This is an optimization exercise on Yosys and OpenROAD, whose aim is small area, a short achievable clock period and few clock cycles, not a production implementation.
Function was checked by simulation only, so behaviour that the tests miss may differ from the original.

$ cat flow/config.mk
export PLATFORM = sky130hd
export DESIGN_NAME = crypto_modarith
export DESIGN_NICKNAME = crypto_modarith
export VERILOG_FILES = /design/flow/design.v
export SDC_FILE = /design/flow/constraint.sdc
export NUM_CORES = 4
export LEC_CHECK = 0
export CAP_MARGIN = 20
export CORE_MARGIN = 2
export CORE_UTILIZATION = 40
export PLACE_DENSITY = 0.6
export SLEW_MARGIN = 20
$ cat flow/constraint.sdc
create_clock -name core_clock -period 15.0 [get_ports {clk}]
set_input_delay 3.0000 -clock core_clock [delete_from_list [all_inputs] [get_ports {clk}]]
set_output_delay 3.0000 -clock core_clock [all_outputs]
set_load 0.01 [all_outputs]
$ cat flow/design.v
module crypto_modarith (
    input  wire        clk,
    input  wire        rst,
    input  wire        start,
    input  wire [31:0] cmd,
    input  wire [31:0] op0,
    input  wire [31:0] op1,
    input  wire [31:0] op2,
    output reg         busy,
    output reg         done,
    output reg  [7:0]  err,
    output reg  [31:0] res0,
    output reg  [31:0] res1,
    output reg  [31:0] res2
);
    localparam [7:0] E_OK          = 8'h00;
    localparam [7:0] E_NONINV_EXP  = 8'h03;
    localparam [7:0] E_NONINV      = 8'h04;
    localparam [7:0] E_BAD_MODULUS = 8'h05;
    localparam [7:0] E_NEG_EXP     = 8'h06;
    localparam [7:0] E_RANGE       = 8'h09;
    localparam [7:0] E_ILLEGAL     = 8'h0A;
    localparam [1:0] C_ILL = 2'd0, C_MI = 2'd1, C_MP = 2'd2, C_KG = 2'd3;
    localparam [4:0] S_IDLE  = 5'd0,
                     S_DEC   = 5'd1,
                     S_SETUP = 5'd2,    
                     S_EU    = 5'd3,    
                     S_EFIN  = 5'd4,
                     S_MPINI = 5'd5,    
                     S_NORM  = 5'd6,    
                     S_P3N   = 5'd7,    
                     S_MPST  = 5'd8,    
                     S_CONV2 = 5'd9,    
                     S_CONV1 = 5'd10,   
                     S_MPFIN = 5'd11,   
                     S_KN    = 5'd12,   
                     S_KPH1  = 5'd13,   
                     S_KPH2  = 5'd14,   
                     S_KPH3  = 5'd15,   
                     S_KCHK  = 5'd16;   
    reg  [4:0]  state;
    reg  [1:0]  ctype;
    reg  [32:0] ra;       
    reg  [32:0] rb;       
    reg  [32:0] rc;       
    reg  [35:0] rd;       
    reg  [35:0] c1;       
    reg  [35:0] re;       
    reg  [35:0] c2;       
    reg  [30:0] mm;       
    reg  [4:0]  z;        
    reg  [5:0]  t1;       
    reg  [5:0]  cnt;      
    reg  [2:0]  xb;       
    reg  [2:0]  xb1;      
    reg  [1:0]  cmode;    
    reg         kz;       
    reg  [2:0]  mq1;      
    reg  [2:0]  mq2;      
    reg         top0;     
    reg         neg;      
    reg         ovf;      
    reg         negstep;  
    wire [31:0] r0 = ra[31:0];
    wire [31:0] dv = rb[31:0];
    wire [33:0] p_diff = {2'b00, r0} - {1'b0, dv, 1'b0};    
    wire [32:0] q_diff = {1'b0, r0} - {1'b0, dv};           
    wire [32:0] x_diff = rc - rd[32:0];                    
    wire        align  = ~p_diff[33];
    wire        ge     = ~q_diff[32];
    wire [31:0] r0n    = ge ? q_diff[31:0] : r0;
    wire [32:0] x0n    = ge ? x_diff : rc;
    wire [32:0] ra_abs = ra[32] ? (33'd0 - ra) : ra;
    wire [31:0] fin    = rc[32] ? (rc[31:0] + {1'b0, mm}) : rc[31:0];
    wire [35:0] nq1 = {5'b00000, mm};
    wire [35:0] nq2 = {4'b0000, mm, 1'b0};
    wire [35:0] nq3 = {3'b000, rb};
    wire [9:0] tk1 = {4'b0000, t1};
    wire [9:0] tk2 = {3'b000, t1, 1'b0};
    wire [9:0] tk3 = tk1 + tk2;
    wire [9:0] tk4 = {2'b00, t1, 2'b00};
    wire [9:0] tk5 = tk4 + tk1;
    wire [9:0] tk6 = {tk3[8:0], 1'b0};
    wire [9:0] tk7 = {1'b0, t1, 3'b000} - tk1;
    wire [9:0] tk8 = {1'b0, t1, 3'b000};
    wire [9:0] tk9 = {1'b0, t1, 3'b000} + tk1;
    function [71:0] csa;      
        input [35:0] a;
        input [35:0] b;
        input [35:0] c;
        input        cin;
        begin
            csa = {a ^ b ^ c,
                   ((a[34:0] & b[34:0]) | (a[34:0] & c[34:0]) | (b[34:0] & c[34:0])), cin};
        end
    endfunction
    function [29:0] tsel;
        input [2:0] q;
        begin
            tsel = q[2] ? {tk9, tk8, tk7} :
                   q[1] ? {tk7, tk6, tk5} :
                   q[0] ? {tk5, tk4, tk3} : {tk3, tk2, tk1};
        end
    endfunction
    function [35:0] qmul;
        input [2:0] q;
        begin
            qmul = q[2] ? nq3 : q[1] ? nq2 : q[0] ? nq1 : 36'd0;
        end
    endfunction
    function [2:0] qpick;
        input [9:0]  u;
        input [9:0]  v;
        input [9:0]  w;
        input [29:0] th;
        reg   [9:0]  ps, pc, d1, d2, d3;
        reg          g1, g2, g3;
        begin
            ps = u ^ v ^ w;
            pc = {((u[8:0] & v[8:0]) | (u[8:0] & w[8:0]) | (v[8:0] & w[8:0])), 1'b0};
            d1 = ps + pc + ~th[9:0] + 10'd1;
            d2 = ps + pc + ~th[19:10] + 10'd1;
            d3 = ps + pc + ~th[29:20] + 10'd1;
            g1 = ~d1[9];
            g2 = ~d2[9];
            g3 = ~d3[9];
            qpick = {g3, g2 & ~g3, g1 & ~g2};
        end
    endfunction
    function [74:0] mcycle;
        input [35:0] s;
        input [35:0] c;
        input [2:0]  q1;
        input [2:0]  x;        
        input [30:0] y;
        reg   [35:0] y1, y2, y3, s1, c1, s2, c2, s3, c3, s4, c4;
        reg   [2:0]  q2, q3, q30, q31, q32, q33;
        begin
            y1 = x[2] ? {5'b00000, y} : 36'd0;
            y2 = x[1] ? {5'b00000, y} : 36'd0;
            y3 = x[0] ? {5'b00000, y} : 36'd0;
            {s1, c1} = csa({s[34:0], 1'b0}, {c[34:0], 1'b0}, y1, 1'b0);
            {s2, c2} = csa(s1, c1, ~qmul(q1), 1'b1);
            q2 = qpick(s1[34:25], c1[34:25], y2[35:26], tsel(q1));
            {s3, c3} = csa({s2[34:0], 1'b0}, {c2[34:0], 1'b0}, y2, 1'b0);
            {s4, c4} = csa(s3, c3, ~qmul(q2), 1'b1);
            q30 = qpick(s3[34:25], c3[34:25], y3[35:26], tsel(3'b000));
            q31 = qpick(s3[34:25], c3[34:25], y3[35:26], tsel(3'b001));
            q32 = qpick(s3[34:25], c3[34:25], y3[35:26], tsel(3'b010));
            q33 = qpick(s3[34:25], c3[34:25], y3[35:26], tsel(3'b100));
            q3  = q2[2] ? q33 : q2[1] ? q32 : q2[0] ? q31 : q30;
            mcycle = {s4, c4, q3};
        end
    endfunction
    wire [74:0] m1 = mcycle(rd, c1, mq1, xb1, res0[30:0]);
    wire [74:0] m2 = mcycle(re, c2, mq2, xb, ra[30:0]);
    reg  [34:0] ca, cb;
    reg         cin;
    always @(*) begin
        case (cmode)
            2'd0: begin ca = rd[34:0];          cb = c1[34:0]; cin = 1'b0; end
            2'd1: begin ca = re[34:0];          cb = c2[34:0]; cin = 1'b0; end
            2'd2: begin
                ca  = {rd[33:0], 1'b0};
                cb  = xb[0] ? ({rb[32], rb[32], rb} ^ {35{negstep}}) : 35'd0;
                cin = xb[0] & negstep;
            end
            default: begin
                ca  = rd[34:0];
                cb  = kz ? 35'd0 : ~{rb[32], rb[32], rb};
                cin = 1'b1;
            end
        endcase
    end
    wire [34:0] cv   = ca + cb + {34'd0, cin};
    wire [32:0] cw   = ca[32:0] + cb[32:0] - {2'b00, mm};
    wire [30:0] cres = cw[32] ? cv[30:0] : cw[30:0];
    wire        cv_fits = (cv[34:31] == 4'b0000) || (cv[34:31] == 4'b1111);
    wire [5:0]  cnt_m1  = cnt - 6'd1;
    wire [5:0]  cnt_m2  = cnt - 6'd2;
    wire [5:0]  cnt_m3  = cnt - 6'd3;
    wire [5:0]  cnt_m4  = cnt - 6'd4;
    wire [63:0] ra_ext  = {31'd0, ra};
    wire [31:0] cres_ext = {1'b0, cres};
    always @(posedge clk) begin
        begin
            case (state)
                S_IDLE: begin
                    if (start) begin
                        busy  <= 1'b1;
                        done  <= 1'b0;
                        state <= S_DEC;
                    end
                end
                S_DEC: begin
                    case (ctype)
                        C_MI: begin
                            if (rb[32] || rb[31:0] == 32'd0) begin
                                err   <= E_BAD_MODULUS;
                                busy  <= 1'b0;
                                done  <= 1'b1;
                                state <= S_IDLE;
                            end else begin
                                mm    <= rb[30:0];
                                state <= S_SETUP;
                            end
                        end
                        C_MP: begin
                            if (rc[32] || rc[31:0] == 32'd0) begin
                                err   <= E_BAD_MODULUS;
                                busy  <= 1'b0;
                                done  <= 1'b1;
                                state <= S_IDLE;
                            end else if (rb[32]) begin
                                err   <= E_NEG_EXP;
                                busy  <= 1'b0;
                                done  <= 1'b1;
                                state <= S_IDLE;
                            end else begin
                                mm    <= rc[30:0];
                                rc    <= rb;
                                state <= S_SETUP;
                            end
                        end
                        C_KG: begin
                            rd      <= 36'd0;
                            ovf     <= 1'b0;
                            cnt     <= 6'd32;
                            xb[0]   <= ra[32];
                            negstep <= 1'b1;
                            cmode   <= 2'd2;
                            state   <= S_KN;
                        end
                        default: begin
                            err   <= E_ILLEGAL;
                            busy  <= 1'b0;
                            done  <= 1'b1;
                            state <= S_IDLE;
                        end
                    endcase
                end
                S_SETUP: begin
                    ra  <= ra_abs;
                    neg <= ra[32];
                    rb  <= {2'b00, mm};
                    rd  <= 36'd0;
                    cnt <= 6'd0;
                    if (ctype != C_MP)
                        rc <= ra[32] ? {33{1'b1}} : 33'd1;
                    state <= S_EU;
                end
                S_EU: begin
                    if (align) begin
                        rb  <= {rb[31:0], 1'b0};
                        rd  <= {rd[34:0], 1'b0};
                        cnt <= cnt + 6'd1;
                    end else if (cnt != 6'd0) begin
                        ra  <= {1'b0, r0n};
                        if (ctype != C_MP) rc <= x0n;
                        rb  <= {2'b00, dv[31:1]};
                        rd  <= {rd[35], rd[35:1]};
                        cnt <= cnt_m1;
                    end else if (ctype == C_MP) begin
                        if (neg) begin
                            ra <= {1'b0, dv};
                            rb <= {1'b0, r0n};
                        end else begin
                            ra <= {1'b0, r0n};
                        end
                        state <= S_MPINI;
                    end else begin
                        ra <= {1'b0, dv};
                        rc <= rd[32:0];
                        rb <= {1'b0, r0n};
                        rd <= {{3{x0n[32]}}, x0n};
                        if (r0n == 32'd0) state <= S_EFIN;
                    end
                end
                S_EFIN: begin
                    busy  <= 1'b0;
                    done  <= 1'b1;
                    state <= S_IDLE;
                    if (r0 != 32'd1) begin
                        err <= (ctype == C_MI) ? E_NONINV : E_NONINV_EXP;
                    end else begin
                        err <= E_OK;
                        if (ctype == C_MI) begin
                            res0 <= fin;
                        end else begin
                            res0 <= re[31:0];
                            res1 <= fin;
                            res2 <= {1'b0, mm};
                        end
                    end
                end
                S_MPINI: begin
                    if (neg) ra <= {1'b0, q_diff[31:0]};
                    res0  <= (mm == 31'd1) ? 32'd0 : 32'd1;
                    z     <= 5'd0;
                    state <= S_NORM;
                end
                S_NORM: begin
                    if (!mm[30]) begin
                        mm   <= {mm[29:0], 1'b0};
                        ra   <= {ra[31:0], 1'b0};
                        res0 <= {res0[30:0], 1'b0};
                        z    <= z + 5'd1;
                    end else begin
                        rd    <= {4'b0000, mm};
                        c1    <= {3'b000, mm, 1'b0};
                        t1    <= {1'b0, mm[30:26]} + {5'd0, |mm[25:0]};
                        cmode <= 2'd0;
                        state <= S_P3N;
                    end
                end
                S_P3N: begin
                    rb    <= cv[32:0];
                    rd    <= 36'd0;
                    c1    <= 36'd0;
                    re    <= 36'd0;
                    c2    <= 36'd0;
                    top0  <= z[0];
                    cnt   <= z[0] ? 6'd30 : 6'd31;
                    xb    <= z[0] ? {ra[30], ra[29], ra[28]} : {1'b0, ra[30], ra[29]};
                    xb1   <= (z[0] ? {ra[30], ra[29], ra[28]} : {1'b0, ra[30], ra[29]}) & {3{rc[0]}};
                    mq1   <= 3'b000;
                    mq2   <= 3'b000;
                    if (rc == 33'd0) state <= S_MPFIN;
                    else             state <= S_MPST;
                end
                S_MPST: begin
                    rd  <= m1[74:39];
                    c1  <= m1[38:3];
                    mq1 <= m1[2:0];
                    re  <= m2[74:39];
                    c2  <= m2[38:3];
                    mq2 <= m2[2:0];
                    cnt <= cnt_m2;
                    xb  <= {ra_ext[cnt_m2], ra_ext[cnt_m3], ra_ext[cnt_m4]};
                    xb1 <= {ra_ext[cnt_m2], ra_ext[cnt_m3], ra_ext[cnt_m4]} & {3{rc[0]}};
                    if (cnt_m1[4:0] == z) begin
                        state <= S_CONV2;
                        cmode <= 2'd1;
                    end
                end
                S_CONV2: begin
                    cmode <= 2'd0;
                    ra    <= {2'b00, cres};
                    rc    <= {1'b0, rc[32:1]};
                    re    <= 36'd0;
                    c2    <= 36'd0;
                    cnt   <= top0 ? 6'd30 : 6'd31;
                    xb    <= top0 ? {cres[30], cres[29], cres[28]} : {1'b0, cres[30], cres[29]};
                    xb1   <= (top0 ? {cres[30], cres[29], cres[28]} : {1'b0, cres[30], cres[29]}) & {3{rc[1]}};
                    mq1   <= 3'b000;
                    mq2   <= 3'b000;
                    if (rc[0]) begin
                        state <= S_CONV1;
                    end else begin
                        rd    <= 36'd0;
                        c1    <= 36'd0;
                        state <= S_MPST;
                    end
                end
                S_CONV1: begin
                    res0 <= {1'b0, cres};
                    rd   <= 36'd0;
                    c1   <= 36'd0;
                    if (rc == 33'd0) state <= S_MPFIN;
                    else             state <= S_MPST;
                end
                S_MPFIN: begin
                    if (z != 5'd0) begin
                        res0 <= {1'b0, res0[31:1]};
                        z    <= z - 5'd1;
                    end else begin
                        err   <= E_OK;
                        busy  <= 1'b0;
                        done  <= 1'b1;
                        state <= S_IDLE;
                    end
                end
                S_KN: begin
                    rd      <= cv;
                    negstep <= 1'b0;
                    if (!cv_fits) ovf <= 1'b1;
                    cnt     <= cnt_m1;
                    xb[0]   <= ra_ext[cnt_m1];
                    if (cnt == 6'd0) begin
                        re    <= cv;
                        cmode <= 2'd3;
                        kz    <= 1'b0;
                        state <= S_KPH1;
                    end
                end
                S_KPH1: begin
                    rd    <= cv;       
                    rb    <= ra;
                    state <= S_KPH2;
                end
                S_KPH2: begin
                    rd    <= cv;       
                    kz    <= 1'b1;
                    state <= S_KPH3;
                end
                S_KPH3: begin
                    rd    <= {1'b0, cv};   
                    if (!cv_fits) ovf <= 1'b1;
                    state <= S_KCHK;
                end
                S_KCHK: begin
                    if (ovf) begin
                        err   <= E_RANGE;
                        busy  <= 1'b0;
                        done  <= 1'b1;
                        state <= S_IDLE;
                    end else if (rd[34] || rd[31:0] == 32'd0) begin
                        err   <= E_BAD_MODULUS;
                        busy  <= 1'b0;
                        done  <= 1'b1;
                        state <= S_IDLE;
                    end else begin
                        mm    <= rd[30:0];
                        ra    <= rc;       
                        state <= S_SETUP;
                    end
                end
                default: state <= S_IDLE;
            endcase
        end
        if (!busy) begin
            ra <= {op0[31], op0};
            rb <= {op1[31], op1};
            rc <= {op2[31], op2};
            ctype <= (cmd == 32'h0000_0001) ? C_MI :
                     (cmd == 32'h0000_0002) ? C_MP :
                     (cmd == 32'h0000_0009) ? C_KG : C_ILL;
        end
        if (rst) begin
            state <= S_IDLE;
            busy  <= 1'b0;
            done  <= 1'b0;
            err   <= E_OK;
            res0  <= 32'd0;
            res1  <= 32'd0;
            res2  <= 32'd0;
        end
    end
endmodule
$ cat flow/run.sh
#!/bin/bash
# synth_recipe.tcl (not shown) runs the flow's synth.tcl, then flattens the netlist and writes it again
# the make line also repeats each setting of config.mk as NAME=value (left out here)
make -C /OpenROAD-flow-scripts/flow DESIGN_CONFIG=/design/flow/config.mk WORK_HOME=/design/flow/orfs CLKGATE_MAP_FILE= SYNTH_SCRIPT=/design/flow/synth_recipe.tcl finish
==> run summary, run 1 <==
* Area of the mapped netlist at around 56,000 um^2
* Top achievable clock speed at ~120 MHz
* Remaining DRCs at 0
* Number of ports placed on the die boundary at around 240
* Antenna violations before repair at 31
* Ys flop type: sky130_fd_sc_hd__edfxtp_1
* Post-synth ARST share at 0
* Buffers & Inverters on Critical Path at 5
* Global placer's final weighted congestion at between 1 and 1.5
* Worst Hold Class: register to register
* Cell family with most CP delay: compound AO/OA/AOI/OAI gates
* TritonCTS clock tree: yes
* Largest net degree at the start of global routing at between 100 and 150
* Cell at the root of the clock tree: sky130_fd_sc_hd__clkbuf_16
* Post-Route WL at around 330,000 um
* Post-route minimum period at approximately 8.4 ns
* Distinct cells, synth at roughly 100
* Buffers added on ports at around 230
* Detailed placement HPWL at roughly 250,000 um
* Initial drt markers at 10,020
* Clock net sink count at ~420
* Routed vias at around 61,000
* RSZ-0062 raised after global routing: false
* Number of hold-slack violations in the final timing report at 0
* Max-slew violations at 0
* Worst clock skew at 0.04814 ns
* Setup slack of the most critical reg-to-reg path at about 6.6 ns
* Top-area cell type share of the netlist area at 0.1664
* FILL cells at between 10,000 and 15,000
* Net count reported at finish at between 7,000 and 8,000
* Area of the die at between 100,000 and 150,000 um^2
* 1st-pass router iterations at 10
* Via density per instance at 6.925
* Hold Crit Endpoint: res2[7]
* Seq. cell area at 11,400 um^2
* Clk pin slew, worst setup/hold paths at ~0.07 ns
* Fraction of the yosys area taken by sequential cells at 0.2044
* Total of endpoints with negative setup slack in the final report at 0
* Synthesis-stage register bit count at a little over 400
* Nature of the critical path startpoint: register
* First-pass GRT wire length at 456,600 um
* Wire length per cell at around 38 um
* Worst skew pair latency at ~0.73 ns
* Post-cts repair resize count at 0
* Crit-path slowest cell: sky130_fd_sc_hd__o31ai_1
* Maximum count of clock buffers along a single path at 3
* Number of instances in the synthesized netlist at just under 7,000
* Die span in y at 377.4 um
* Number of global-route vias before repair at about 58,000
* Cell types occupying the most area after synthesis: sky130_fd_sc_hd__edfxtp_1 (17%), sky130_fd_sc_hd__fa_1 (11%), sky130_fd_sc_hd__ha_1 (10%)
* Number of enable-type register cells in the synthesized netlist at ~310
* Maximum fanout count along the critical path at 38
* Worst Hold Launch: res2[7]
* Congestion Overflow GR at 0
* Series of cell instances along the critical path: inv_1 -> ha_2 -> buf_4 -> nand2_1 -> nor2_4 -> buf_4 -> a222oi_1 -> o22ai_1 -> inv_1 -> fa_1 -> inv_1 -> ha_1 -> o21ai_0 -> a21boi_0 -> o21ai_0 -> o31ai_1 -> a41o_1 -> a22oi_2 -> o211ai_1 -> nand2_1 -> o31ai_1 -> o211a_1 -> a2bb2oi_1
* Core Box Area at between 100,000 and 150,000 um^2
* Synthesis-to-finish area growth at 12.14%
* Post-CTS Repair Setup Buffers at 0
* Global routing usage summed across all routing layers at 0.4551
* Outcome: timing/DRC/antenna clean
* Number of core rows at roughly 140
* Max-cap violations at 0
* Endpoint type of the worst setup path: register
* Worst Hold Depth at 2
* Slew at the pin closest to its max-slew limit at 1.311 ns
* Post-DRT Antenna Nets at 0
* Proportion of layout cells with a drive suffix above 1 at 0.07033
* Finished Core Util at 0.4498
* Area of the multi-input gates at about 40,000 um^2
* Delay contributed by the slowest stage of the critical path at approximately 1.2 ns
* H-tree level count at 2
* Crit path DAT at 8.96 ns
* Most frequent cell on the critical path: sky130_fd_sc_hd__inv_1
* Remaining max-slew budget at the tightest pin at 0.1203
* CTS buffer count at just under 60
* Total Negative Setup Slacks at 0 ns
* CP Class: register to register
* Initial Util at 0.4011
* Crit path required time at approximately 16 ns
* Die Wd at between 300 and 400 um
* Per-instance average area after synthesis at 8.122 um^2
* Crit Reg-Reg Startpoint: cmode[0]
* Post-cts hold buffer count at 0
* Largest area contributor in the netlist: sky130_fd_sc_hd__edfxtp_1
* Count of warnings emitted by yosys at 1
* Fin crit share at 0.5585
* Reg2reg path depth at 23
* Worst reg2reg endpoint: xb[0]
## sequential cells by signal (all words and copies together), names as in the netlist, 4 cells and up
register and cells:
res1 32, state 5, res0 32, t1 6, rb 33, c1 35
rc 33, res2 31, mm 31, rd 36, cnt 6, z 5
ra 33, re 35, err 4, c2 35
## synth_stat cells (all sizes together) (19+ instances only)
master and count:
xor2 73, inv 597, o221ai 35, and3 47
fa 306, o21a 87, nor2 547, o211ai 84
o22ai 52, nor3 99, a221o 37, a211o 30
a21boi 23, o21ai 438, nor4 66, xnor2 174
o31ai 53, edfxtp 309, mux4 37, and2 94
a211oi 183, buf 65, a221oi 109, a222oi 71
ha 466, mux2 19, a31oi 79, nand2b 42
mux2i 123, a21o 149, nor2b 52, a22oi 109
nand3 85, o21bai 26, or3 31, dfxtp 106
nand2 632, a21oi 613, nand4 37, clkbuf 472
## tightest hold or removal path, delay by kind of cell, from the launching register on
family / cells / cell delay, ns
AND/OR/NAND/NOR: 1 / 0.05
flip-flops: 1 / 0.31
AO/OA/AOI/OAI: 1 / 0.05
## layout by cell type (no fill, tap or decap), types with 169 or more instances in the layout
cell and count:
sky130_fd_sc_hd__inv_1 594, sky130_fd_sc_hd__nor2_1 538, sky130_fd_sc_hd__clkdlybuf4s50_1 230, sky130_fd_sc_hd__o21ai_0 430
sky130_fd_sc_hd__nand2_1 628, sky130_fd_sc_hd__ha_1 460, sky130_fd_sc_hd__buf_4 234, sky130_fd_sc_hd__fa_1 306
sky130_fd_sc_hd__a21oi_1 611, sky130_fd_sc_hd__a211oi_1 178, sky130_fd_sc_hd__edfxtp_1 309, sky130_fd_sc_hd__xnor2_1 169
## cell type report
type                            instances  area share
Sequential cell                       415      0.1824
Timing Repair Buffer                  467     0.06563
Antenna cell                           21   0.0008403
Tap cell                             1876     0.03753
Multi-Input combinational cell       5317      0.6467
Clock buffer                           78     0.02607
Inverter                              601     0.03607
Clock inverter                         32    0.004782
## stage by stage
step	setup WS, ns	hold WS [ns]	instance area, um^2	std cells
2_1_floorplan	8.724	0.4762	55780	6870
3_3_place_gp	7.203	0.4432	60500	8674
3_5_place_dp	7.030	0.4478	60530	8675
4_1_cts	6.985	0.4558	62460	8785
5_1_grt	6.530	0.4733	62490	8790
6_report	6.623	0.4509	62540	8807
## worst max-delay path by stage
stage,from,to,slack (ns),cells after the start
6_report,cmode[0],xb[0],6.62,23
5_1_grt,cmode[0],xb[0],6.53,23
4_1_cts,cmode[0],xb[0],6.98,23
3_5_place_dp,cmode[0],xb[0],7.03,23
3_3_place_gp,cmode[0],xb[0],7.20,23
2_1_floorplan,ra[26],mq2[0],8.72,23
## routing by layer
layer  vias to the layer above  global-route usage  routed length (um)
met1                     29277              0.5298              115000
met3                      1613              0.1775               45630
met5                         -             0.01269                 317
met4                        16              0.3958               37220
met2                      5061              0.6482              132400
li1                      25025                   -                   -
## cell families after synthesis
group	count (synthesis)	share of synthesized area
compound gates	2326	0.2780
flops	415	0.2044
xor+xnor	247	0.03893
simple gates	1788	0.1459
buf+inv	1138	0.07743
fa+ha+maj	772	0.2144
mux	179	0.04086
other cells	1	0.00006725
Testbench counts, summed over its fixed seeds: cycles 55,643.
==> run 2: changes to the inputs <==
--- a/flow/design.v
+++ b/flow/design.v
@@ -39,3 +39,4 @@
                      S_KPH3  = 5'd15,   
-                     S_KCHK  = 5'd16;   
+                     S_KCHK  = 5'd16,   
+                     S_SETUP2 = 5'd17;
     reg  [4:0]  state;
@@ -55,4 +56,5 @@
     reg  [2:0]  xb1;      
-    reg  [1:0]  cmode;    
+    reg  [3:0]  cmode;    
     reg         kz;       
+    reg         st_mp;    
     reg  [2:0]  mq1;      
@@ -72,3 +74,2 @@
     wire [32:0] x0n    = ge ? x_diff : rc;
-    wire [32:0] ra_abs = ra[32] ? (33'd0 - ra) : ra;
     wire [31:0] fin    = rc[32] ? (rc[31:0] + {1'b0, mm}) : rc[31:0];
@@ -129,2 +130,22 @@
     endfunction
+    function [2:0] qpick4;
+        input [9:0]  u;
+        input [9:0]  v;
+        input [9:0]  w;
+        input [9:0]  z;
+        input [29:0] th;
+        reg   [9:0]  ps, pc, d1, d2, d3;
+        reg          g1, g2, g3;
+        begin
+            ps = u ^ v ^ w;
+            pc = {((u[8:0] & v[8:0]) | (u[8:0] & w[8:0]) | (v[8:0] & w[8:0])), 1'b0};
+            d1 = ps + pc + z + ~th[9:0] + 10'd1;
+            d2 = ps + pc + z + ~th[19:10] + 10'd1;
+            d3 = ps + pc + z + ~th[29:20] + 10'd1;
+            g1 = ~d1[9];
+            g2 = ~d2[9];
+            g3 = ~d3[9];
+            qpick4 = {g3, g2 & ~g3, g1 & ~g2};
+        end
+    endfunction
     function [74:0] mcycle;
@@ -143,3 +164,3 @@
             {s2, c2} = csa(s1, c1, ~qmul(q1), 1'b1);
-            q2 = qpick(s1[34:25], c1[34:25], y2[35:26], tsel(q1));
+            q2 = qpick4(s[33:24], c[33:24], y1[34:25], y2[35:26], tsel(q1));
             {s3, c3} = csa({s2[34:0], 1'b0}, {c2[34:0], 1'b0}, y2, 1'b0);
@@ -156,20 +177,10 @@
     wire [74:0] m2 = mcycle(re, c2, mq2, xb, ra[30:0]);
-    reg  [34:0] ca, cb;
-    reg         cin;
-    always @(*) begin
-        case (cmode)
-            2'd0: begin ca = rd[34:0];          cb = c1[34:0]; cin = 1'b0; end
-            2'd1: begin ca = re[34:0];          cb = c2[34:0]; cin = 1'b0; end
-            2'd2: begin
-                ca  = {rd[33:0], 1'b0};
-                cb  = xb[0] ? ({rb[32], rb[32], rb} ^ {35{negstep}}) : 35'd0;
-                cin = xb[0] & negstep;
-            end
-            default: begin
-                ca  = rd[34:0];
-                cb  = kz ? 35'd0 : ~{rb[32], rb[32], rb};
-                cin = 1'b1;
-            end
-        endcase
-    end
+    wire [34:0] ca = ({35{cmode[0] | cmode[3]}} & rd[34:0]) |
+                     ({35{cmode[1]}} & re[34:0]) |
+                     ({35{cmode[2]}} & {rd[33:0], 1'b0});
+    wire [34:0] cb = ({35{cmode[0]}} & c1[34:0]) |
+                     ({35{cmode[1]}} & c2[34:0]) |
+                     ({35{cmode[2] & xb[0]}} & ({rb[32], rb[32], rb} ^ {35{negstep}})) |
+                     ({35{cmode[3] & ~kz}} & ~{rb[32], rb[32], rb});
+    wire        cin = (cmode[2] & xb[0] & negstep) | cmode[3];
     wire [34:0] cv   = ca + cb + {34'd0, cin};
@@ -184,2 +195,9 @@
     wire [31:0] cres_ext = {1'b0, cres};
+    wire        skip_ok = (z <= 5'd27);
+    wire [2:0]  b_bits  = z[0] ? {ra[30], ra[29], ra[28]} : {1'b0, ra[30], ra[29]};
+    wire [2:0]  b_bits2 = z[0] ? {ra[28], ra[27], ra[26]} : {ra[29], ra[28], ra[27]};
+    wire        b_skip  = skip_ok & (b_bits[2:1] == 2'b00);
+    wire [2:0]  c_bits  = top0 ? {cres[30], cres[29], cres[28]} : {1'b0, cres[30], cres[29]};
+    wire [2:0]  c_bits2 = top0 ? {cres[28], cres[27], cres[26]} : {cres[29], cres[28], cres[27]};
+    wire        c_skip  = skip_ok & (c_bits[2:1] == 2'b00);
     always @(posedge clk) begin
@@ -227,6 +245,11 @@
                             ovf     <= 1'b0;
-                            cnt     <= 6'd32;
-                            xb[0]   <= ra[32];
+                            if (ra[32:16] == {17{ra[16]}}) begin
+                                cnt   <= 6'd16;
+                                xb[0] <= ra[16];
+                            end else begin
+                                cnt   <= 6'd32;
+                                xb[0] <= ra[32];
+                            end
                             negstep <= 1'b1;
-                            cmode   <= 2'd2;
+                            cmode   <= 4'b0100;
                             state   <= S_KN;
@@ -242,4 +265,10 @@
                 S_SETUP: begin
-                    ra  <= ra_abs;
+                    ra  <= 33'd0;
+                    rb  <= ra;
                     neg <= ra[32];
+                    state <= S_SETUP2;
+                end
+                S_SETUP2: begin
+                    if (neg) ra <= {1'b0, q_diff[31:0]};
+                    else     ra <= rb;
                     rb  <= {2'b00, mm};
@@ -248,3 +277,3 @@
                     if (ctype != C_MP)
-                        rc <= ra[32] ? {33{1'b1}} : 33'd1;
+                        rc <= neg ? {33{1'b1}} : 33'd1;
                     state <= S_EU;
@@ -311,3 +340,3 @@
                         t1    <= {1'b0, mm[30:26]} + {5'd0, |mm[25:0]};
-                        cmode <= 2'd0;
+                        cmode <= 4'b0001;
                         state <= S_P3N;
@@ -322,5 +351,11 @@
                     top0  <= z[0];
-                    cnt   <= z[0] ? 6'd30 : 6'd31;
-                    xb    <= z[0] ? {ra[30], ra[29], ra[28]} : {1'b0, ra[30], ra[29]};
-                    xb1   <= (z[0] ? {ra[30], ra[29], ra[28]} : {1'b0, ra[30], ra[29]}) & {3{rc[0]}};
+                    if (b_skip) begin
+                        cnt   <= z[0] ? 6'd28 : 6'd29;
+                        xb    <= b_bits2;
+                        xb1   <= b_bits2 & {3{rc[0]}};
+                    end else begin
+                        cnt   <= z[0] ? 6'd30 : 6'd31;
+                        xb    <= b_bits;
+                        xb1   <= b_bits & {3{rc[0]}};
+                    end
                     mq1   <= 3'b000;
@@ -328,11 +363,8 @@
                     if (rc == 33'd0) state <= S_MPFIN;
-                    else             state <= S_MPST;
+                    else begin
+                        st_mp <= 1'b1;
+                        state <= S_MPST;
+                    end
                 end
                 S_MPST: begin
-                    rd  <= m1[74:39];
-                    c1  <= m1[38:3];
-                    mq1 <= m1[2:0];
-                    re  <= m2[74:39];
-                    c2  <= m2[38:3];
-                    mq2 <= m2[2:0];
                     cnt <= cnt_m2;
@@ -341,4 +373,5 @@
                     if (cnt_m1[4:0] == z) begin
+                        st_mp <= 1'b0;
                         state <= S_CONV2;
-                        cmode <= 2'd1;
+                        cmode <= 4'b0010;
                     end
@@ -346,3 +379,3 @@
                 S_CONV2: begin
-                    cmode <= 2'd0;
+                    cmode <= 4'b0001;
                     ra    <= {2'b00, cres};
@@ -351,5 +384,11 @@
                     c2    <= 36'd0;
-                    cnt   <= top0 ? 6'd30 : 6'd31;
-                    xb    <= top0 ? {cres[30], cres[29], cres[28]} : {1'b0, cres[30], cres[29]};
-                    xb1   <= (top0 ? {cres[30], cres[29], cres[28]} : {1'b0, cres[30], cres[29]}) & {3{rc[1]}};
+                    if (c_skip) begin
+                        cnt   <= top0 ? 6'd28 : 6'd29;
+                        xb    <= c_bits2;
+                        xb1   <= c_bits2 & {3{rc[1]}};
+                    end else begin
+                        cnt   <= top0 ? 6'd30 : 6'd31;
+                        xb    <= c_bits;
+                        xb1   <= c_bits & {3{rc[1]}};
+                    end
                     mq1   <= 3'b000;
@@ -361,2 +400,3 @@
                         c1    <= 36'd0;
+                        st_mp <= 1'b1;
                         state <= S_MPST;
@@ -369,3 +409,6 @@
                     if (rc == 33'd0) state <= S_MPFIN;
-                    else             state <= S_MPST;
+                    else begin
+                        st_mp <= 1'b1;
+                        state <= S_MPST;
+                    end
                 end
@@ -390,3 +433,3 @@
                         re    <= cv;
-                        cmode <= 2'd3;
+                        cmode <= 4'b1000;
                         kz    <= 1'b0;
@@ -438,4 +481,13 @@
         end
+        if (st_mp) begin
+            rd  <= m1[74:39];
+            c1  <= m1[38:3];
+            mq1 <= m1[2:0];
+            re  <= m2[74:39];
+            c2  <= m2[38:3];
+            mq2 <= m2[2:0];
+        end
         if (rst) begin
             state <= S_IDLE;
+            st_mp <= 1'b0;
             busy  <= 1'b0;
==> run summary, run 2 <==
* Outcome: timing/DRC/antenna clean
* Most frequently used cell type in the post-synthesis netlist: sky130_fd_sc_hd__nand2_1
* Net count reported at finish at 7,731
* Fraction of the yosys area taken by sequential cells at 0.2074
* Top-area cell type share of the netlist area at 0.1679
* Endpoint type of the worst setup path: register
* Most frequent cell on the critical path: sky130_fd_sc_hd__fa_1
* Cell family with most CP delay: adder cells
* Number of core rows at 136
* Remaining max-slew budget at the tightest pin at 0.09669
* Reg2reg path depth at 23
* Worst Hold Class: register to register
* Maximum count of clock buffers along a single path at 3
* Wire length per cell at 37.35 um
* Routed vias at around 60,000
* RSZ-0062 raised after global routing: false
* Die span in y at 375.7 um
* Antenna violations before repair at 24
* Setup slack of the most critical reg-to-reg path at about 7.3 ns
* Largest Register: rd
* Non-Filler Cell Area, Final at roughly 62,000 um^2
* Count of warnings emitted by yosys at 1
* Remaining DRCs at 0
* Synthesis-to-finish area growth at 12.58%
* Die Wd at between 300 and 400 um
* Global placer's final weighted congestion at 1.092
* Initial drt markers at around 10,000
* H-tree level count at 2
* Max-cap violations at 0
* TritonCTS clock tree: yes
* Worst clock skew at approximately 0.034 ns
* Setup slack after layout at 7.345 ns
* Cell at the root of the clock tree: sky130_fd_sc_hd__clkbuf_16
* Post-DRT Antenna Nets at 0
* Global routing usage summed across all routing layers at 0.4483
* Proportion of layout cells with a drive suffix above 1 at 0.07539
* Via density per instance at 6.945
* Crit path DAT at between 8 and 9 ns
* CP Class: register to register
* Clk pin slew, worst setup/hold paths at roughly 0.070 ns
* Synthesis-stage register bit count at ~420
* Congestion Overflow GR at 0
* Total Negative Setup Slacks at 0 ns
* Slew at the pin closest to its max-slew limit at ~1.3 ns
* Top achievable clock speed at roughly 130 MHz
* Number of global-route vias before repair at approximately 56,000
* Detailed placement HPWL at between 200,000 and 250,000 um
* Hold Crit Endpoint: res2[8]
* Area of the mapped netlist at 55,260 um^2
* Buffers added on ports at 231
* Post-route minimum period at 7.655 ns
* Post-cts hold buffer count at 0
* Initial Util at 0.4024
* CTS buffer count at 58
* Post-Route WL at between 300,000 and 400,000 um
* Fin crit share at 0.5103
* Series of cell instances along the critical path: buf_4 -> nand2_1 -> fa_1 -> inv_1 -> fa_1 -> ha_1 -> inv_1 -> fa_1 -> nor2b_1 -> o21ai_0 -> a21boi_0 -> o21ai_0 -> nor2b_1 -> xnor2_1 -> ha_1 -> nand2_1 -> o21ai_0 -> xnor2_2 -> buf_4 -> a31oi_1 -> fa_1 -> o22ai_1 -> or2_1
* Commonest cells in the synthesized netlist: sky130_fd_sc_hd__nand2_1 (632), sky130_fd_sc_hd__inv_1 (631), sky130_fd_sc_hd__a21oi_1 (594), sky130_fd_sc_hd__nor2_1 (514), sky130_fd_sc_hd__ha_1 (462)
* Max-slew violations at 0
* Commonest cells after routing, fill and taps aside: sky130_fd_sc_hd__inv_1 (628), sky130_fd_sc_hd__nand2_1 (628), sky130_fd_sc_hd__a21oi_1 (592)
* Maximum fanout count along the critical path at 65
* Buffers & Inverters on Critical Path at 4
* Largest area contributor in the netlist: sky130_fd_sc_hd__edfxtp_1
* Delay contributed by the slowest stage of the critical path at roughly 0.74 ns
* Total of endpoints with negative setup slack in the final report at 0
* Cell types occupying the most area after synthesis: sky130_fd_sc_hd__edfxtp_1 (17%), sky130_fd_sc_hd__fa_1 (11%), sky130_fd_sc_hd__ha_1 (10%)
* Clock net sink count at 418
* Post-CTS Repair Setup Buffers at 0
* Crit Reg-Reg Startpoint: xb1[2]
* Core Box Area at ~140,000 um^2
* Crit path required time at 15.46 ns
* Worst skew pair latency at 0.73 ns
* First-pass GRT wire length at roughly 450,000 um
* 1st-pass router iterations at 15
* Per-instance average area after synthesis at between 8 and 9 um^2
* Number of enable-type register cells in the synthesized netlist at 309
* Largest net degree at the start of global routing at a little over 100
* Worst reg2reg endpoint: rd[19]
* Number of ports placed on the die boundary at 237
* Largest register FFs at 36
* Crit-path slowest cell: sky130_fd_sc_hd__edfxtp_1
* Post-cts repair resize count at 0
* Ys flop type: sky130_fd_sc_hd__edfxtp_1
* Worst Hold Depth at 2
* Post-synth ARST share at 0
* Distinct cells, synth at between 90 and 100
* Post-Place Setup Slack at 7.638 ns
* Nature of the critical path startpoint: register
* Instance area after placement at about 60,000 um^2
* Number of instances in the synthesized netlist at between 6,000 and 7,000
* Worst Hold Launch: res2[8]
* Area of the die at about 140,000 um^2
* Number of hold-slack violations in the final timing report at 0
==> run 2: cell count changes in the layout (fill, tap and decap cells not counted), moves of 22 or more <==
cell / previous run / this run
sky130_fd_sc_hd__nand3_1: 84 / 155
sky130_fd_sc_hd__a22oi_1: 108 / 52
sky130_fd_sc_hd__and2_1: 88 / 144
sky130_fd_sc_hd__nor2_1: 538 / 503
sky130_fd_sc_hd__inv_1: 594 / 628
sky130_fd_sc_hd__o2bb2ai_1: 3 / 35
sky130_fd_sc_hd__o31ai_1: 52 / 24
sky130_fd_sc_hd__buf_4: 234 / 259
sky130_fd_sc_hd__o22ai_1: 52 / 27
sky130_fd_sc_hd__a31oi_1: 77 / 55
==> run 2: final cells by class <==
| type | instances | area, um^2 |
|---|---|---|
| inverters | 636 | 2387 |
| flip-flops and latches | 418 | 11470 |
| fillers | 13535 | 75110 |
| clock inverters | 37 | 387.9 |
| clock buffers | 73 | 1613 |
| multi-input cells | 5230 | 39800 |
| well taps | 1794 | 2245 |
| diodes | 24 | 60.06 |
| repair buffers | 490 | 4252 |
==> run 2: how the worst max path moves through the flow <==
stage | from | to | cells past startpoint
2_1_floorplan | mq2[1] | mq2[1] | 24
3_3_place_gp | xb1[2] | rd[20] | 24
3_5_place_dp | xb1[2] | rd[19] | 23
4_1_cts | xb1[2] | rd[19] | 23
5_1_grt | xb1[2] | rd[20] | 24
6_report | xb1[2] | rd[19] | 23
==> run 2: per-stage QoR <==
step,cells,util,hold slack (ns)
after floorplan,6808,-,0.4561
after global placement,8566,0.4374,0.4389
after detailed placement,8566,0.4375,0.4489
after CTS,8676,0.4520,0.4572
after global routing,8679,0.4526,0.4699
final,8702,0.4530,0.4537
==> run 2: cell families (layout without fill, tap and decap cells) <==
logic type                 after synthesis  in the layout  synth area share
AOI/OAI and AO/OA                     2183           2183            0.2635
xor gates and xnor gates               261            261           0.04164
buffers and inverters                 1160           1236           0.07965
DFF                                    418            418            0.2074
other                                    1             29        0.00006786
and+or+nand+nor                       1832           1832            0.1512
muxes                                  183            183           0.04186
adders and majority gates              766            766            0.2147
==> run 2: worst register-to-register path, delay by kind of cell (launching register included) <==
family	cells	cell delay [ns]
fa+ha+maj	6	2.67
buf+inv	4	1.35
compound gates	6	1.10
xor+xnor	2	0.78
simple gates	5	0.77
flops	1	0.74
==> run 2: layer usage <==
layer | part of all wire | GRT usage | vias up
met2 | 0.40 | 0.6342 | 5361
li1 | - | - | 24578
met1 | 0.34 | 0.5157 | 28879
met3 | 0.15 | 0.1938 | 1599
met4 | 0.11 | 0.3858 | 22
met5 | 0.0011 | 0.006518 | -
Testbench counts of run 2, summed over its fixed seeds: cycles 53,462.
==> run 3: changes to the inputs <==
--- a/flow/config.mk
+++ b/flow/config.mk
@@ -10,3 +10,3 @@
 export CORE_UTILIZATION = 40
-export PLACE_DENSITY = 0.6
+export PLACE_DENSITY = 0.7
 export SLEW_MARGIN = 20
==> run summary, run 3 <==
* Total Negative Setup Slacks at 0 ns
* Via density per instance at ~7.0
* TritonCTS clock tree: yes
* Outcome: timing/DRC/antenna clean
* Wire length per cell at about 37 um
* RSZ-0062 raised after global routing: false
* Worst clock skew at 0.07420 ns
* Remaining max-slew budget at the tightest pin at 0.08424
* Die span in y at approximately 380 um
* Area of the die at ~140,000 um^2
* Top achievable clock speed at 127.4 MHz
* Number of hold-slack violations in the final timing report at 0
* Distinct cells, synth at a little under 100
* Fin crit share at 0.5234
* Clock net sink count at around 420
* Largest register FFs at 36
* Total of endpoints with negative setup slack in the final report at 0
* Delay contributed by the slowest stage of the critical path at around 1.1 ns
* Post-cts hold buffer count at 0
* Crit path DAT at 8.24 ns
* Cell at the root of the clock tree: sky130_fd_sc_hd__clkbuf_16
* Fraction of the yosys area taken by sequential cells at 0.2074
* Proportion of layout cells with a drive suffix above 1 at 0.07495
* Synthesis-to-finish area growth at 12.58%
* Maximum count of clock buffers along a single path at 3
* Detailed placement HPWL at between 200,000 and 250,000 um
* Non-Filler Cell Area, Final at 62,210 um^2
* Antenna violations before repair at 36
* Remaining DRCs at 0
* Core Box Area at roughly 140,000 um^2
* Area of the mapped netlist at between 50,000 and 60,000 um^2
* Number of core rows at 136
* Count of warnings emitted by yosys at 1
* Number of enable-type register cells in the synthesized netlist at 309
* Commonest cells in the synthesized netlist: sky130_fd_sc_hd__nand2_1 (632), sky130_fd_sc_hd__inv_1 (631), sky130_fd_sc_hd__a21oi_1 (594), sky130_fd_sc_hd__nor2_1 (514), sky130_fd_sc_hd__ha_1 (462)
* Commonest cells after routing, fill and taps aside: sky130_fd_sc_hd__inv_1 (629), sky130_fd_sc_hd__nand2_1 (629), sky130_fd_sc_hd__a21oi_1 (593)
* Finished Core Util at 0.4530
* Nature of the critical path startpoint: register
* Ys flop type: sky130_fd_sc_hd__edfxtp_1
* Worst skew pair latency at 0.76 ns
* Most frequently used cell type in the post-synthesis netlist: sky130_fd_sc_hd__nand2_1
* Clk pin slew, worst setup/hold paths at 0.06 ns
* Largest area contributor in the netlist: sky130_fd_sc_hd__edfxtp_1
* Dpl cells at about 8,600
* Die Wd at between 300 and 400 um
* Worst Hold Class: register to register
* Crit-path slowest cell: sky130_fd_sc_hd__fa_1
* Slew at the pin closest to its max-slew limit at 1.369 ns
* Crit path required time at about 15 ns
* Post-synth ARST share at 0
* Max-cap violations at 0
* H-tree level count at 2
* CP Class: register to register
* CTS buffer count at 57
* Net count reported at finish at a little under 8,000
* Top-area cell type share of the netlist area at 0.1679
* Largest net degree at the start of global routing at 84
* Initial drt markers at about 11,000
* 1st-pass router iterations at 11
* Series of cell instances along the critical path: inv_1 -> fa_1 -> inv_1 -> fa_1 -> ha_1 -> a21o_1 -> a21oi_1 -> o21ai_0 -> a21oi_1 -> o21bai_1 -> a21oi_1 -> xnor2_1 -> ha_1 -> a21oi_1 -> o21ai_0 -> xnor2_2 -> buf_4 -> a31oi_1 -> fa_1 -> a221oi_1
* Post-Route WL at 323,500 um
* Final standard cell count with taps included and fillers excluded at between 8,000 and 9,000
* Congestion Overflow GR at 0
* Cell family with most CP delay: adder cells
* Maximum fanout count along the critical path at 65
* First-pass GRT wire length at between 400,000 and 500,000 um
* Endpoint type of the worst setup path: register
* Routed vias at roughly 60,000
* Post-route minimum period at ~7.9 ns
* Most frequent cell on the critical path: sky130_fd_sc_hd__a21oi_1
* Post-cts repair resize count at 0
* Initial Util at 0.4024
* Buffers & Inverters on Critical Path at 3
* Global placer's final weighted congestion at about 1.1
* Largest Register: rd
* Max-slew violations at 0
* Number of instances in the synthesized netlist at 6,804
* Post-DRT Antenna Nets at 0
* Number of ports placed on the die boundary at around 240
* Cell types occupying the most area after synthesis: sky130_fd_sc_hd__edfxtp_1 (17%), sky130_fd_sc_hd__fa_1 (11%), sky130_fd_sc_hd__ha_1 (10%)
* Instance area after placement at around 60,000 um^2
* Synthesis-stage register bit count at ~420
* Number of global-route vias before repair at around 57,000
* Post-CTS Repair Setup Buffers at 0
* Buffers added on ports at 231
* Per-instance average area after synthesis at slightly above 8 um^2
* Global routing usage summed across all routing layers at 0.4507
run 3: cell count changes in the layout (fill, tap and decap cells not counted), moves of 2 or more:
cell	change
sky130_fd_sc_hd__diode_2	-8
sky130_fd_sc_hd__clkinvlp_4	-5
sky130_fd_sc_hd__clkbuf_1	+4
sky130_fd_sc_hd__clkinv_4	-4
sky130_fd_sc_hd__inv_4	-3
sky130_fd_sc_hd__buf_4	+2
sky130_fd_sc_hd__clkbuf_8	+2
sky130_fd_sc_hd__clkinv_1	+2
sky130_fd_sc_hd__clkinv_2	+2
sky130_fd_sc_hd__inv_6	-2
sky130_fd_sc_hd__nor2_2	+2
sky130_fd_sc_hd__o31ai_1	-2
sky130_fd_sc_hd__o31ai_2	+2
run 3: through the flow:
step	worst slack (ns)	hold WS, ns
6_report	7.149	0.4491
3_3_place_gp	7.630	0.4368
4_1_cts	7.743	0.4510
3_5_place_dp	7.796	0.4446
2_1_floorplan	8.673	0.4561
5_1_grt	7.052	0.4732
run 3: worst paths after layout:
| path | startpoint | endpoint | slack [ns] | cells past startpoint |
|---|---|---|---|---|
| worst max register to register | rd[26] | rd[13] | 7.15 | 20 |
| worst max-delay path | rd[26] | rd[13] | 7.15 | 20 |
| worst min register to register | res2[5] | res2[5] | 0.45 | 2 |
| worst min-delay path | res2[5] | res2[5] | 0.45 | 2 |
run 3: per-layer routing:
metal,wire (um),GRT usage
met5,433,0.01098
met4,38670,0.3918
met3,48520,0.2171
met2,126500,0.6307
met1,109400,0.5083
run 3: cell families after synthesis:
group                    synth area share
AO/OA/AOI/OAI                      0.2635
flip-flops                         0.2074
XOR/XNOR                          0.04164
AND/OR/NAND/NOR                    0.1512
other                          0.00006786
multiplexers                      0.04186
adder cells (fa/ha/maj)            0.2147
buffers and inverters             0.07965
run 3: final cells by class:
cell class                      instances  area [um^2]
Antenna cell                           16        40.04
Fill cell                           13494        75110
Tap cell                             1794         2245
Clock buffer                           78         1630
Sequential cell                       418        11470
Multi-Input combinational cell       5230        39800
Clock inverter                         29        344.1
Inverter                              636         2387
Timing Repair Buffer                  494         4294
run 3: worst min-delay path: stages (launching register included):
cell and delay (ns):
sky130_fd_sc_hd__dfxtp_1 0.31, sky130_fd_sc_hd__nand2_1 0.05, sky130_fd_sc_hd__a21oi_1 0.05

[what the ideal ports hide]
Ports are ideal in the flow. The routed layouts listed here were re-timed in OpenROAD.
Step 1 assumes that a clkbuf_16 drives the clock port and a buf_2 every other input.
Step 2 adds t to the input delays and takes it off the output delays; t is the mean of the earliest and latest rising clock arrival at the registers after step 1. Input paths then give back, and output paths get back, about the clock's delay inside the block.
Three values: ideal, step 1, step 2; two values: the first two.
| run | shift t [ns] | setup slack, ns | worst setup path at the end | slew at the worst register clock pin (ns) | pins driven straight from the clock port |
|---|---|---|---|---|---|
| run 1 | 0.799 | 6.623 / 6.623 / 6.623 | register to register | 0.07 / 0.07 | 1 |
| run 2 | 0.806 | 7.345 / 7.345 / 7.345 | register to register | 0.07 / 0.07 | 1 |
| run 3 | 0.816 | 7.149 / 7.149 / 7.149 | register to register | 0.07 / 0.07 | 1 |
After both steps every run listed still meets setup and hold.
